Source: an optimization exercise on an open RTL-to-GDS flow (aim: small area). Production flows keep margins and buffers that such runs may drop. Only simulation tests tie the RTL to the original design; equivalence was not proved. No activity file was given, so power comes from the tool's default toggle rates.

==> inputs of run a <==
## owir
module owir (
    input  wire        clk,
    input  wire        rst,
    input  wire        bus_sel,
    input  wire        bus_we,
    input  wire [4:0]  bus_off,
    input  wire [15:0] bus_wdata,
    input  wire        bus_size,
    output reg  [15:0] bus_rdata,
    output wire        ow_oe,
    output wire        ow_o,
    input  wire        ow_i,
    output wire        ir_tx_o,
    input  wire        ir_rx_i,
    input  wire [3:0]  btn_i,
    output wire        irq_tick,
    output wire        irq_ow,
    output wire        irq_rx,
    output wire        irq_btn
);
    wire ow_s, ir_s;
    wire [3:0] btn_s;
    owir_sync #(.WIDTH(6), .STAGES(2), .RESET_VAL(6'h3F)) u_sync (
        .clk(clk), .rst(rst),
        .d({btn_i, ir_rx_i, ow_i}),
        .q({btn_s, ir_s, ow_s})
    );
    wire [3:0] reg_idx = bus_off[4:1];
    wire       wr      = bus_sel && bus_we;
    wire       wr_ctrl = wr && (reg_idx == 4'd0);
    wire       wr_ifg  = wr && (reg_idx == 4'd1);
    wire       wr_cmd  = wr && (reg_idx == 4'd2);
  ...
==> module owir_tick, before the edit <==
module owir_tick (
    input  wire        clk,
    input  wire        rst,
    input  wire        tick_en,
    input  wire        btn_en,
    input  wire [3:0]  btn,         
    output wire        beat,
    output reg  [15:0] beat_cnt,
    output reg  [2:0]  local_val,   
    output reg  [5:0]  hold,        
    output wire [3:0]  db_nz,
    output wire        btn_flag     
);
    localparam [9:0] DIV_S0   = 10'b0110111011;
    localparam [9:0] DIV_END  = 10'b1011011011;
    localparam [9:0] DIV_MASK = 10'b1011111011;
    localparam [4:0] DB_LOAD  = 5'b00010;
    localparam [4:0] DB_ZMASK = 5'b10111;
    localparam [4:0] DB_LAST  = 5'b10000;
    localparam [4:0] DB_LMASK = 5'b11101;
    reg [9:0] div;
    reg [4:0] db [0:3];
    reg [3:0] btn_prev;
    assign beat = tick_en && ((div & DIV_MASK) == (DIV_END & DIV_MASK));
    wire [9:0] div_nx = {div[8:0], ~(div[9] ^ div[6])};
    reg  [4:0] db_n [0:3];
    reg  [3:0] honour, nz;
    integer k;
    always @(*) begin
        for (k = 0; k < 4; k = k + 1) begin
            nz[k]     = (db[k] & DB_ZMASK) != 5'd0;
            honour[k] = btn_en && btn_prev[k] && !btn[k] &&
                        (!nz[k] || (beat && (db[k] & DB_LMASK) == (DB_LAST & DB_LMASK)));
            db_n[k]   = honour[k] ? DB_LOAD :
                        (beat && nz[k]) ? {db[k][3:0], ~(db[k][4] ^ db[k][2])} : db[k];
        end
    end
    assign btn_flag = |honour;
    assign db_nz = nz;
    wire       hold_nz = hold != 6'd0;
    wire [5:0] hold_d  = (beat && hold_nz) ? hold - 6'd1 : hold;
    wire       collapse = beat && (hold[5:1] == 5'd0);
    wire [2:0] pressed_id = honour[0] ? 3'd1 :
                            honour[1] ? 3'd2 :
                            honour[2] ? 3'd3 : 3'd4;
    always @(posedge clk) begin
        if (!tick_en || beat)
            div <= DIV_S0;
        else
            div <= div_nx;
    end
    always @(posedge clk) begin
        if (rst) begin
            beat_cnt  <= 16'd0;
            btn_prev  <= 4'hF;
            local_val <= 3'd0;
            hold      <= 6'd0;
            for (k = 0; k < 4; k = k + 1)
                db[k] <= 5'd0;
        end else begin
            if (beat)
                beat_cnt <= beat_cnt + 16'd1;
            btn_prev <= btn;
            for (k = 0; k < 4; k = k + 1)
                db[k] <= db_n[k];
            if (btn_flag) begin
                local_val <= pressed_id;
                hold      <= 6'd48;
            end else begin
                if (collapse)
                    local_val <= 3'd0;
                hold <= hold_d;
            end
        end
    end
endmodule
==> module owir_irrx, before the edit <==
module owir_irrx (
    input  wire       clk,
    input  wire       rst,
    input  wire       rx_en,
    input  wire       beat,
    input  wire       line,          
    output reg  [2:0] rx_state,
    output reg  [3:0] rx_acc,
    output reg  [3:0] peer_val,
    output wire       peer_valid,
    output reg  [4:0] age,           
    output wire       rx_flag,       
    output wire       err_flag       
);
    localparam [2:0] S_IDLE = 3'd0, S_START = 3'd1, S_B0 = 3'd2, S_B1 = 3'd3,
                     S_B2 = 3'd4, S_B3 = 3'd5, S_MARK = 3'd6, S_STOP = 3'd7;
    localparam [9:0] RX_HALF  = 10'b1011110101;
    localparam [9:0] RX_SLOT  = 10'b0110111011;
    localparam [9:0] RX_END   = 10'b1011011011;
    localparam [9:0] RX_MASK  = 10'b1011111011;
    reg       rx_prev;
    reg [9:0] rx_cnt;
    wire idle   = (rx_state == S_IDLE);
    wire fall   = rx_prev && !line;
    wire firing = rx_en && !idle && ((rx_cnt & RX_MASK) == (RX_END & RX_MASK));
    assign rx_flag  = firing && (rx_state == S_STOP) && line;
    assign err_flag = firing && (((rx_state == S_START) && line) ||
                                 ((rx_state == S_STOP)  && !line));
    wire age_sat = age[4] && age[3] && age[0];       
    assign peer_valid = !age_sat;
    always @(posedge clk) begin
        if (idle)
            rx_cnt <= RX_HALF;
        else if (firing)
            rx_cnt <= RX_SLOT;
        else
            rx_cnt <= {rx_cnt[8:0], ~(rx_cnt[9] ^ rx_cnt[6])};
    end
    always @(posedge clk) begin
        if (rst) begin
            rx_prev    <= 1'b1;
            rx_state   <= S_IDLE;
            rx_acc     <= 4'd0;
            peer_val   <= 4'd0;
            age        <= 5'd25;
        end else begin
            rx_prev <= line;
            if (beat) begin
                if (!age_sat)
                    age <= age + 5'd1;
                if (age[4] && age[3])                      
                    peer_val <= 4'd0;
            end
            if (!rx_en) begin
                rx_state <= S_IDLE;
            end else if (idle) begin
                if (fall) begin
                    rx_state <= S_START;
                    rx_acc   <= 4'd0;
                end
            end else if (firing) begin
                case (rx_state)
                    S_START: rx_state <= line ? S_IDLE : S_B0;
                    S_B0, S_B1, S_B2, S_B3: begin
                        rx_acc   <= {rx_acc[2:0], line};
                        rx_state <= rx_state + 3'd1;
                    end
                    S_MARK:  rx_state <= S_STOP;
                    default: begin  
                        rx_state <= S_IDLE;
                        if (line) begin
                            peer_val <= rx_acc;
                            age      <= 5'd0;
                        end
                    end
                endcase
            end
        end
    end
endmodule
export LEC_CHECK = 0
export CAP_MARGIN = 20
export CORE_MARGIN = 2
export CORE_UTILIZATION = 40
export SLEW_MARGIN = 20
create_clock -name core_clock -period 10.0 [get_ports {clk}]
run.sh (not shown) runs the stock make flow with config.mk's settings and CLKGATE_MAP_FILE= SYNTH_SCRIPT=/design/flow/synth_recipe.tcl, a recipe that flattens the netlist after the stock synthesis.
==> run b (differences from run a) <==
--- a/flow/design.v
+++ b/flow/design.v
@@ -138,7 +138,7 @@
     input  wire [3:0]  btn,         
     output wire        beat,
     output reg  [15:0] beat_cnt,
-    output reg  [2:0]  local_val,   
+    output wire [2:0]  local_val,   
     output reg  [5:0]  hold,        
     output wire [3:0]  db_nz,
     output wire        btn_flag     
@@ -151,6 +151,7 @@
     localparam [4:0] DB_LAST  = 5'b10000;
     localparam [4:0] DB_LMASK = 5'b11101;
     reg [9:0] div;
+    reg [1:0] lv;          
     reg [4:0] db [0:3];
     reg [3:0] btn_prev;
     assign beat = tick_en && ((div & DIV_MASK) == (DIV_END & DIV_MASK));
@@ -172,9 +173,12 @@
     wire       hold_nz = hold != 6'd0;
     wire [5:0] hold_d  = (beat && hold_nz) ? hold - 6'd1 : hold;
     wire       collapse = beat && (hold[5:1] == 5'd0);
-    wire [2:0] pressed_id = honour[0] ? 3'd1 :
-                            honour[1] ? 3'd2 :
-                            honour[2] ? 3'd3 : 3'd4;
+    wire [1:0] pressed_id = honour[0] ? 2'd1 :
+                            honour[1] ? 2'd2 :
+                            honour[2] ? 2'd3 : 2'd0;
+    assign local_val = {hold_nz && lv == 2'd0, lv};
+    always @(posedge clk)
+        btn_prev <= btn;
     always @(posedge clk) begin
         if (!tick_en || beat)
             div <= DIV_S0;
@@ -184,23 +188,21 @@
     always @(posedge clk) begin
         if (rst) begin
             beat_cnt  <= 16'd0;
-            btn_prev  <= 4'hF;
-            local_val <= 3'd0;
+            lv        <= 2'd0;
             hold      <= 6'd0;
             for (k = 0; k < 4; k = k + 1)
                 db[k] <= 5'd0;
         end else begin
             if (beat)
                 beat_cnt <= beat_cnt + 16'd1;
-            btn_prev <= btn;
             for (k = 0; k < 4; k = k + 1)
                 db[k] <= db_n[k];
             if (btn_flag) begin
-                local_val <= pressed_id;
+                lv        <= pressed_id;
                 hold      <= 6'd48;
             end else begin
                 if (collapse)
-                    local_val <= 3'd0;
+                    lv <= 2'd0;
                 hold <= hold_d;
             end
         end
@@ -282,10 +284,10 @@
 );
     localparam [2:0] S_IDLE = 3'd0, S_START = 3'd1, S_B0 = 3'd2, S_B1 = 3'd3,
                      S_B2 = 3'd4, S_B3 = 3'd5, S_MARK = 3'd6, S_STOP = 3'd7;
-    localparam [9:0] RX_HALF  = 10'b1011110101;
-    localparam [9:0] RX_SLOT  = 10'b0110111011;
-    localparam [9:0] RX_END   = 10'b1011011011;
-    localparam [9:0] RX_MASK  = 10'b1011111011;
+    localparam [9:0] RX_HALF  = 10'b1000001110;
+    localparam [9:0] RX_SLOT  = 10'b1000101110;
+    localparam [9:0] RX_END   = 10'b0111010101;
+    localparam [9:0] RX_MASK  = 10'b1111111111;
     reg       rx_prev;
     reg [9:0] rx_cnt;
     wire idle   = (rx_state == S_IDLE);
@@ -304,15 +306,15 @@
         else
             rx_cnt <= {rx_cnt[8:0], ~(rx_cnt[9] ^ rx_cnt[6])};
     end
+    always @(posedge clk)
+        rx_prev <= line;
     always @(posedge clk) begin
         if (rst) begin
-            rx_prev    <= 1'b1;
             rx_state   <= S_IDLE;
             rx_acc     <= 4'd0;
             peer_val   <= 4'd0;
             age        <= 5'd25;
         end else begin
-            rx_prev <= line;
             if (beat) begin
                 if (!age_sat)
                     age <= age + 5'd1;
==> flow/flow/run.sh (new file) <==
#!/bin/bash
# Own layout flow: the standard flow (standard.sh) with
#  - synthesis: the standard script without adder cells and with the smallest of several area-oriented abc mappings,
#  - port buffers: buf_1 instead of the default pick,
#  - CTS: clkbuf_8 leaf buffers, clkbuf_16 root, no dummy loads.
set -euo pipefail
W=$(pwd)
export FLOW_WORK=$W
export MY_ABC_DIR=$W/flow
export BUFFER_PORTS_ARGS="-buffer_cell sky130_fd_sc_hd__buf_1"
export CTS_ARGS="-sink_clustering_enable -repair_clock_nets -dont_use_dummy_load -buf_list sky130_fd_sc_hd__clkbuf_8 -root_buf sky130_fd_sc_hd__clkbuf_16"
sed "s#SYNTH_SCRIPT=[^ ]*#SYNTH_SCRIPT=$W/flow/my_synth.tcl#" standard.sh > my_standard.sh
grep -q "SYNTH_SCRIPT=$W/flow/my_synth.tcl" my_standard.sh
bash my_standard.sh synth > synth.log 2>&1
bash my_standard.sh > layout.log 2>&1
test -f out/final.def
==> flow/flow/my_synth.tcl (new file) <==
# The standard synthesis (synth_recipe.tcl, sourced unchanged), with only the
# combinational mapping changed: no adder extraction into ha/fa cells (ADDER_MAP_FILE
# cleared), and abc run with each area-oriented script in flow/*.abc, keeping the
# mapping with the smallest cell area. Registers are untouched.
proc abc {args} {
  set i [lsearch -exact $args -script]
  if {$i < 0} { return [yosys abc {*}$args] }
  set libargs {}
  foreach lib $::env(LIB_FILES) { lappend libargs -liberty $lib }
  yosys design -save pre_abc
  set best ""; set best_area 1e18
  foreach s [lsort [glob $::env(MY_ABC_DIR)/*.abc]] {
    yosys design -load pre_abc
    lset args [expr {$i + 1}] $s
    yosys abc {*}$args
    set f $::env(OBJECTS_DIR)/abc_try.txt
    yosys tee -q -o $f stat {*}$libargs
    set fh [open $f r]; set txt [read $fh]; close $fh
    if {[regexp {Chip area for module '[^']*': ([0-9.]+)} $txt -> a]} {
      puts "ABC_TRY [file tail $s] area $a"
      if {$a < $best_area} { set best_area $a; set best $s }
    }
  }
  puts "ABC_BEST [file tail $best] area $best_area"
  yosys design -load pre_abc
  lset args [expr {$i + 1}] $best
  yosys abc {*}$args
}
set ::env(ADDER_MAP_FILE) ""
source $::env(FLOW_WORK)/synth_recipe.tcl
==> flow/flow/s14.abc (new file) <==
strash
dc2
&get -n
&st
&dch -f
&nf -R 1000
&put
strash
dc2
&get -n
&st
&dch -f
&nf -R 1000
&put
topo
==> flow/flow/s22.abc (new file) <==
strash
&get -n
&st
&syn4
&dch -f
&nf -R 1000
&put
strash
dc2
&get -n
&st
&dch -f
&nf -R 1000
&put
topo
==> flow/flow/s26.abc (new file) <==
strash
&get -n
&st
&syn4
&dch -f
&nf -R 1000 -p -F 10 -A 6 -C 32
&put
strash
dc2
&get -n
&st
&dch -f
&nf -R 1000 -p -F 10 -A 6 -C 32
&put
topo
==> flow/flow/s29.abc (new file) <==
strash
&get -n
&st
&syn4
&dch -f
&nf -R 1000 -p -F 10 -A 6 -C 32
&put
strash
dc2
&get -n
&st
&dch -f
&nf -R 1000 -p -F 10 -A 6 -C 32
&put
strash
dc2
&get -n
&st
&dch -f
&nf -R 1000 -p -F 10 -A 6 -C 32
&put
topo
==> flow/flow/s32.abc (new file) <==
strash
&get -n
&st
&syn4
&dch -f
&nf -R 1000 -p -F 20 -A 10 -C 32 -E 10
&put
strash
dc2
&get -n
&st
&dch -f
&nf -R 1000 -p -F 20 -A 10 -C 32 -E 10
&put
topo
==> flow/flow/t01.abc (new file) <==
strash
&get -n
&st
&syn4
&dch -f
&nf -R 1000 -p -F 30 -A 20 -C 32 -E 30
&put
strash
dc2
&get -n
&st
&dch -f
&nf -R 1000 -p -F 30 -A 20 -C 32 -E 30
&put
topo
==> flow/flow/t02.abc (new file) <==
strash
&get -n
&st
&syn2
&dch -f
&nf -R 1000 -p -F 20 -A 10 -C 32 -E 10
&put
strash
dc2
&get -n
&st
&dch -f
&nf -R 1000 -p -F 20 -A 10 -C 32 -E 10
&put
topo
==> flow/flow/t03.abc (new file) <==
strash
&get -n
&st
&dc2
&syn4
&dch -f
&nf -R 1000 -p -F 20 -A 10 -C 32 -E 10
&put
strash
&get -n
&st
&syn4
&dch -f
&nf -R 1000 -p -F 20 -A 10 -C 32 -E 10
&put
topo
==> flow/flow/t04.abc (new file) <==
strash
&get -n
&st
&syn4
&dch -f
&nf -R 1000 -p -F 20 -A 10 -C 32 -E 10
&put
strash
dc2
&get -n
&st
&dch -f
&nf -R 1000 -p -F 20 -A 10 -C 32 -E 10
&put
strash
dc2
&get -n
&st
&dch -f
&nf -R 1000 -p -F 20 -A 10 -C 32 -E 10
&put
topo
==> flow/flow/t05.abc (new file) <==
strash
dc2
resub -K 8
rewrite
refactor
&get -n
&st
&syn4
&dch -f
&nf -R 1000 -p -F 10 -A 6 -C 32
&put
strash
dc2
&get -n
&st
&dch -f
&nf -R 1000 -p -F 10 -A 6 -C 32
&put
topo
==> flow/flow/t06.abc (new file) <==
strash
&get -n
&st
&synch2
&dch -f
&nf -R 1000 -p -F 20 -A 10 -C 32 -E 10
&put
strash
&get -n
&st
&syn4
&dch -f
&nf -R 1000 -p -F 20 -A 10 -C 32 -E 10
&put
topo
==> flow/flow/t07.abc (new file) <==
strash
&get -n
&st
&syn4
&dch -f
&nf -R 1000
&put
strash
dc2
&get -n
&st
&dch -f
&nf -R 1000 -p -F 20 -A 10 -C 32 -E 10
&put
topo
==> flow/flow/t08.abc (new file) <==
strash
&get -n
&st
&syn4
&syn4
&dch -f
&nf -R 1000 -p -F 10 -A 6 -C 32
&put
strash
dc2
&get -n
&st
&dch -f
&nf -R 1000 -p -F 10 -A 6 -C 32
&put
topo
==> flow/standard.sh (new file) <==
#!/bin/bash
# synth_recipe.tcl (not shown) runs the flow's synth.tcl, then flattens the netlist and writes it again
# the make line also repeats each setting of config.mk as NAME=value (left out here)
make -C /OpenROAD-flow-scripts/flow DESIGN_CONFIG=/design/flow/config.mk WORK_HOME=/design/flow/orfs CLKGATE_MAP_FILE= SYNTH_SCRIPT=/design/flow/synth_recipe.tcl "${@:-finish}"
CORE_UTILIZATION = 65   (was 40)
removed: flow/run.sh
==> qor summary <==
IR drop worst, VDD: run b 0.118 mV; run a 0.0965 mV
Total vias in the final route: run b 5599; run a 6849
Startpoint of the most critical hold path: run b u_sync.stage[1][5]; run a u_sync.stage[0][2]
Initial DRC Count: run b 560; run a 551
Result of the run: run b no timing/DRC/antenna violations; run a no timing/DRC/antenna violations
Wire length of the first global-routing pass: run b 26300 um; run a 34500 um
Leading power group: run b registers; run a the clock network
Clk power: run b 0.000361 W; run a 0.000664 W
FF+latch area: run b 0.00328 mm2; run a 0.00330 mm2
Yosys reg bits: run b 160; run a 161
Number of cell instances on the worst register-to-register path: run b 16; run a 7
Post-layout power: run b 0.00105 W; run a 0.00139 W
Worst min-delay path endpoint: run b u_tick.btn_prev[3]; run a u_sync.stage[1][2]
Met1 Usage GRT: run b 0.427; run a 0.287
Area fraction in compound gates after synthesis: run b 0.214; run a 0.164
Number of global-route vias before repair: run b 5228; run a 6309
Clock network fraction of total power: run b 0.343; run a 0.478

==> port drivers added, routing unchanged <==
The results above use ideal ports. As a check the final layouts listed here were re-extracted and re-timed, cells and wires unchanged.
Step 1 sets driving cells, clkbuf_16 on the clock port and buf_2 on the other inputs (assumed; they add their load-dependent delay and slew).
Step 2 adds t to the input delays and takes it off the output delays; t is the mean of the earliest and latest rising clock arrival at the registers after step 1. Input paths then give back, and output paths get back, about the clock's delay inside the block.
Three values: ideal ports, drivers, drivers and shift; two values: the first two.
| run | t, ns | slack for setup (ns) | worst setup path after step 2 | worst slew at a driven data input, ns |
|---|---|---|---|---|
| run a | 0.481 | 3.104 / 3.082 / 3.082 | input to output | 0.04 |
| run b | 0.404 | 4.088 / 4.040 / 4.040 | input to output | 0.06 |
After both steps setup and hold are still met in every run listed. The setup slack of run b, which loses most, moves by -0.048 ns with the drivers and by -0.048 ns with both steps.
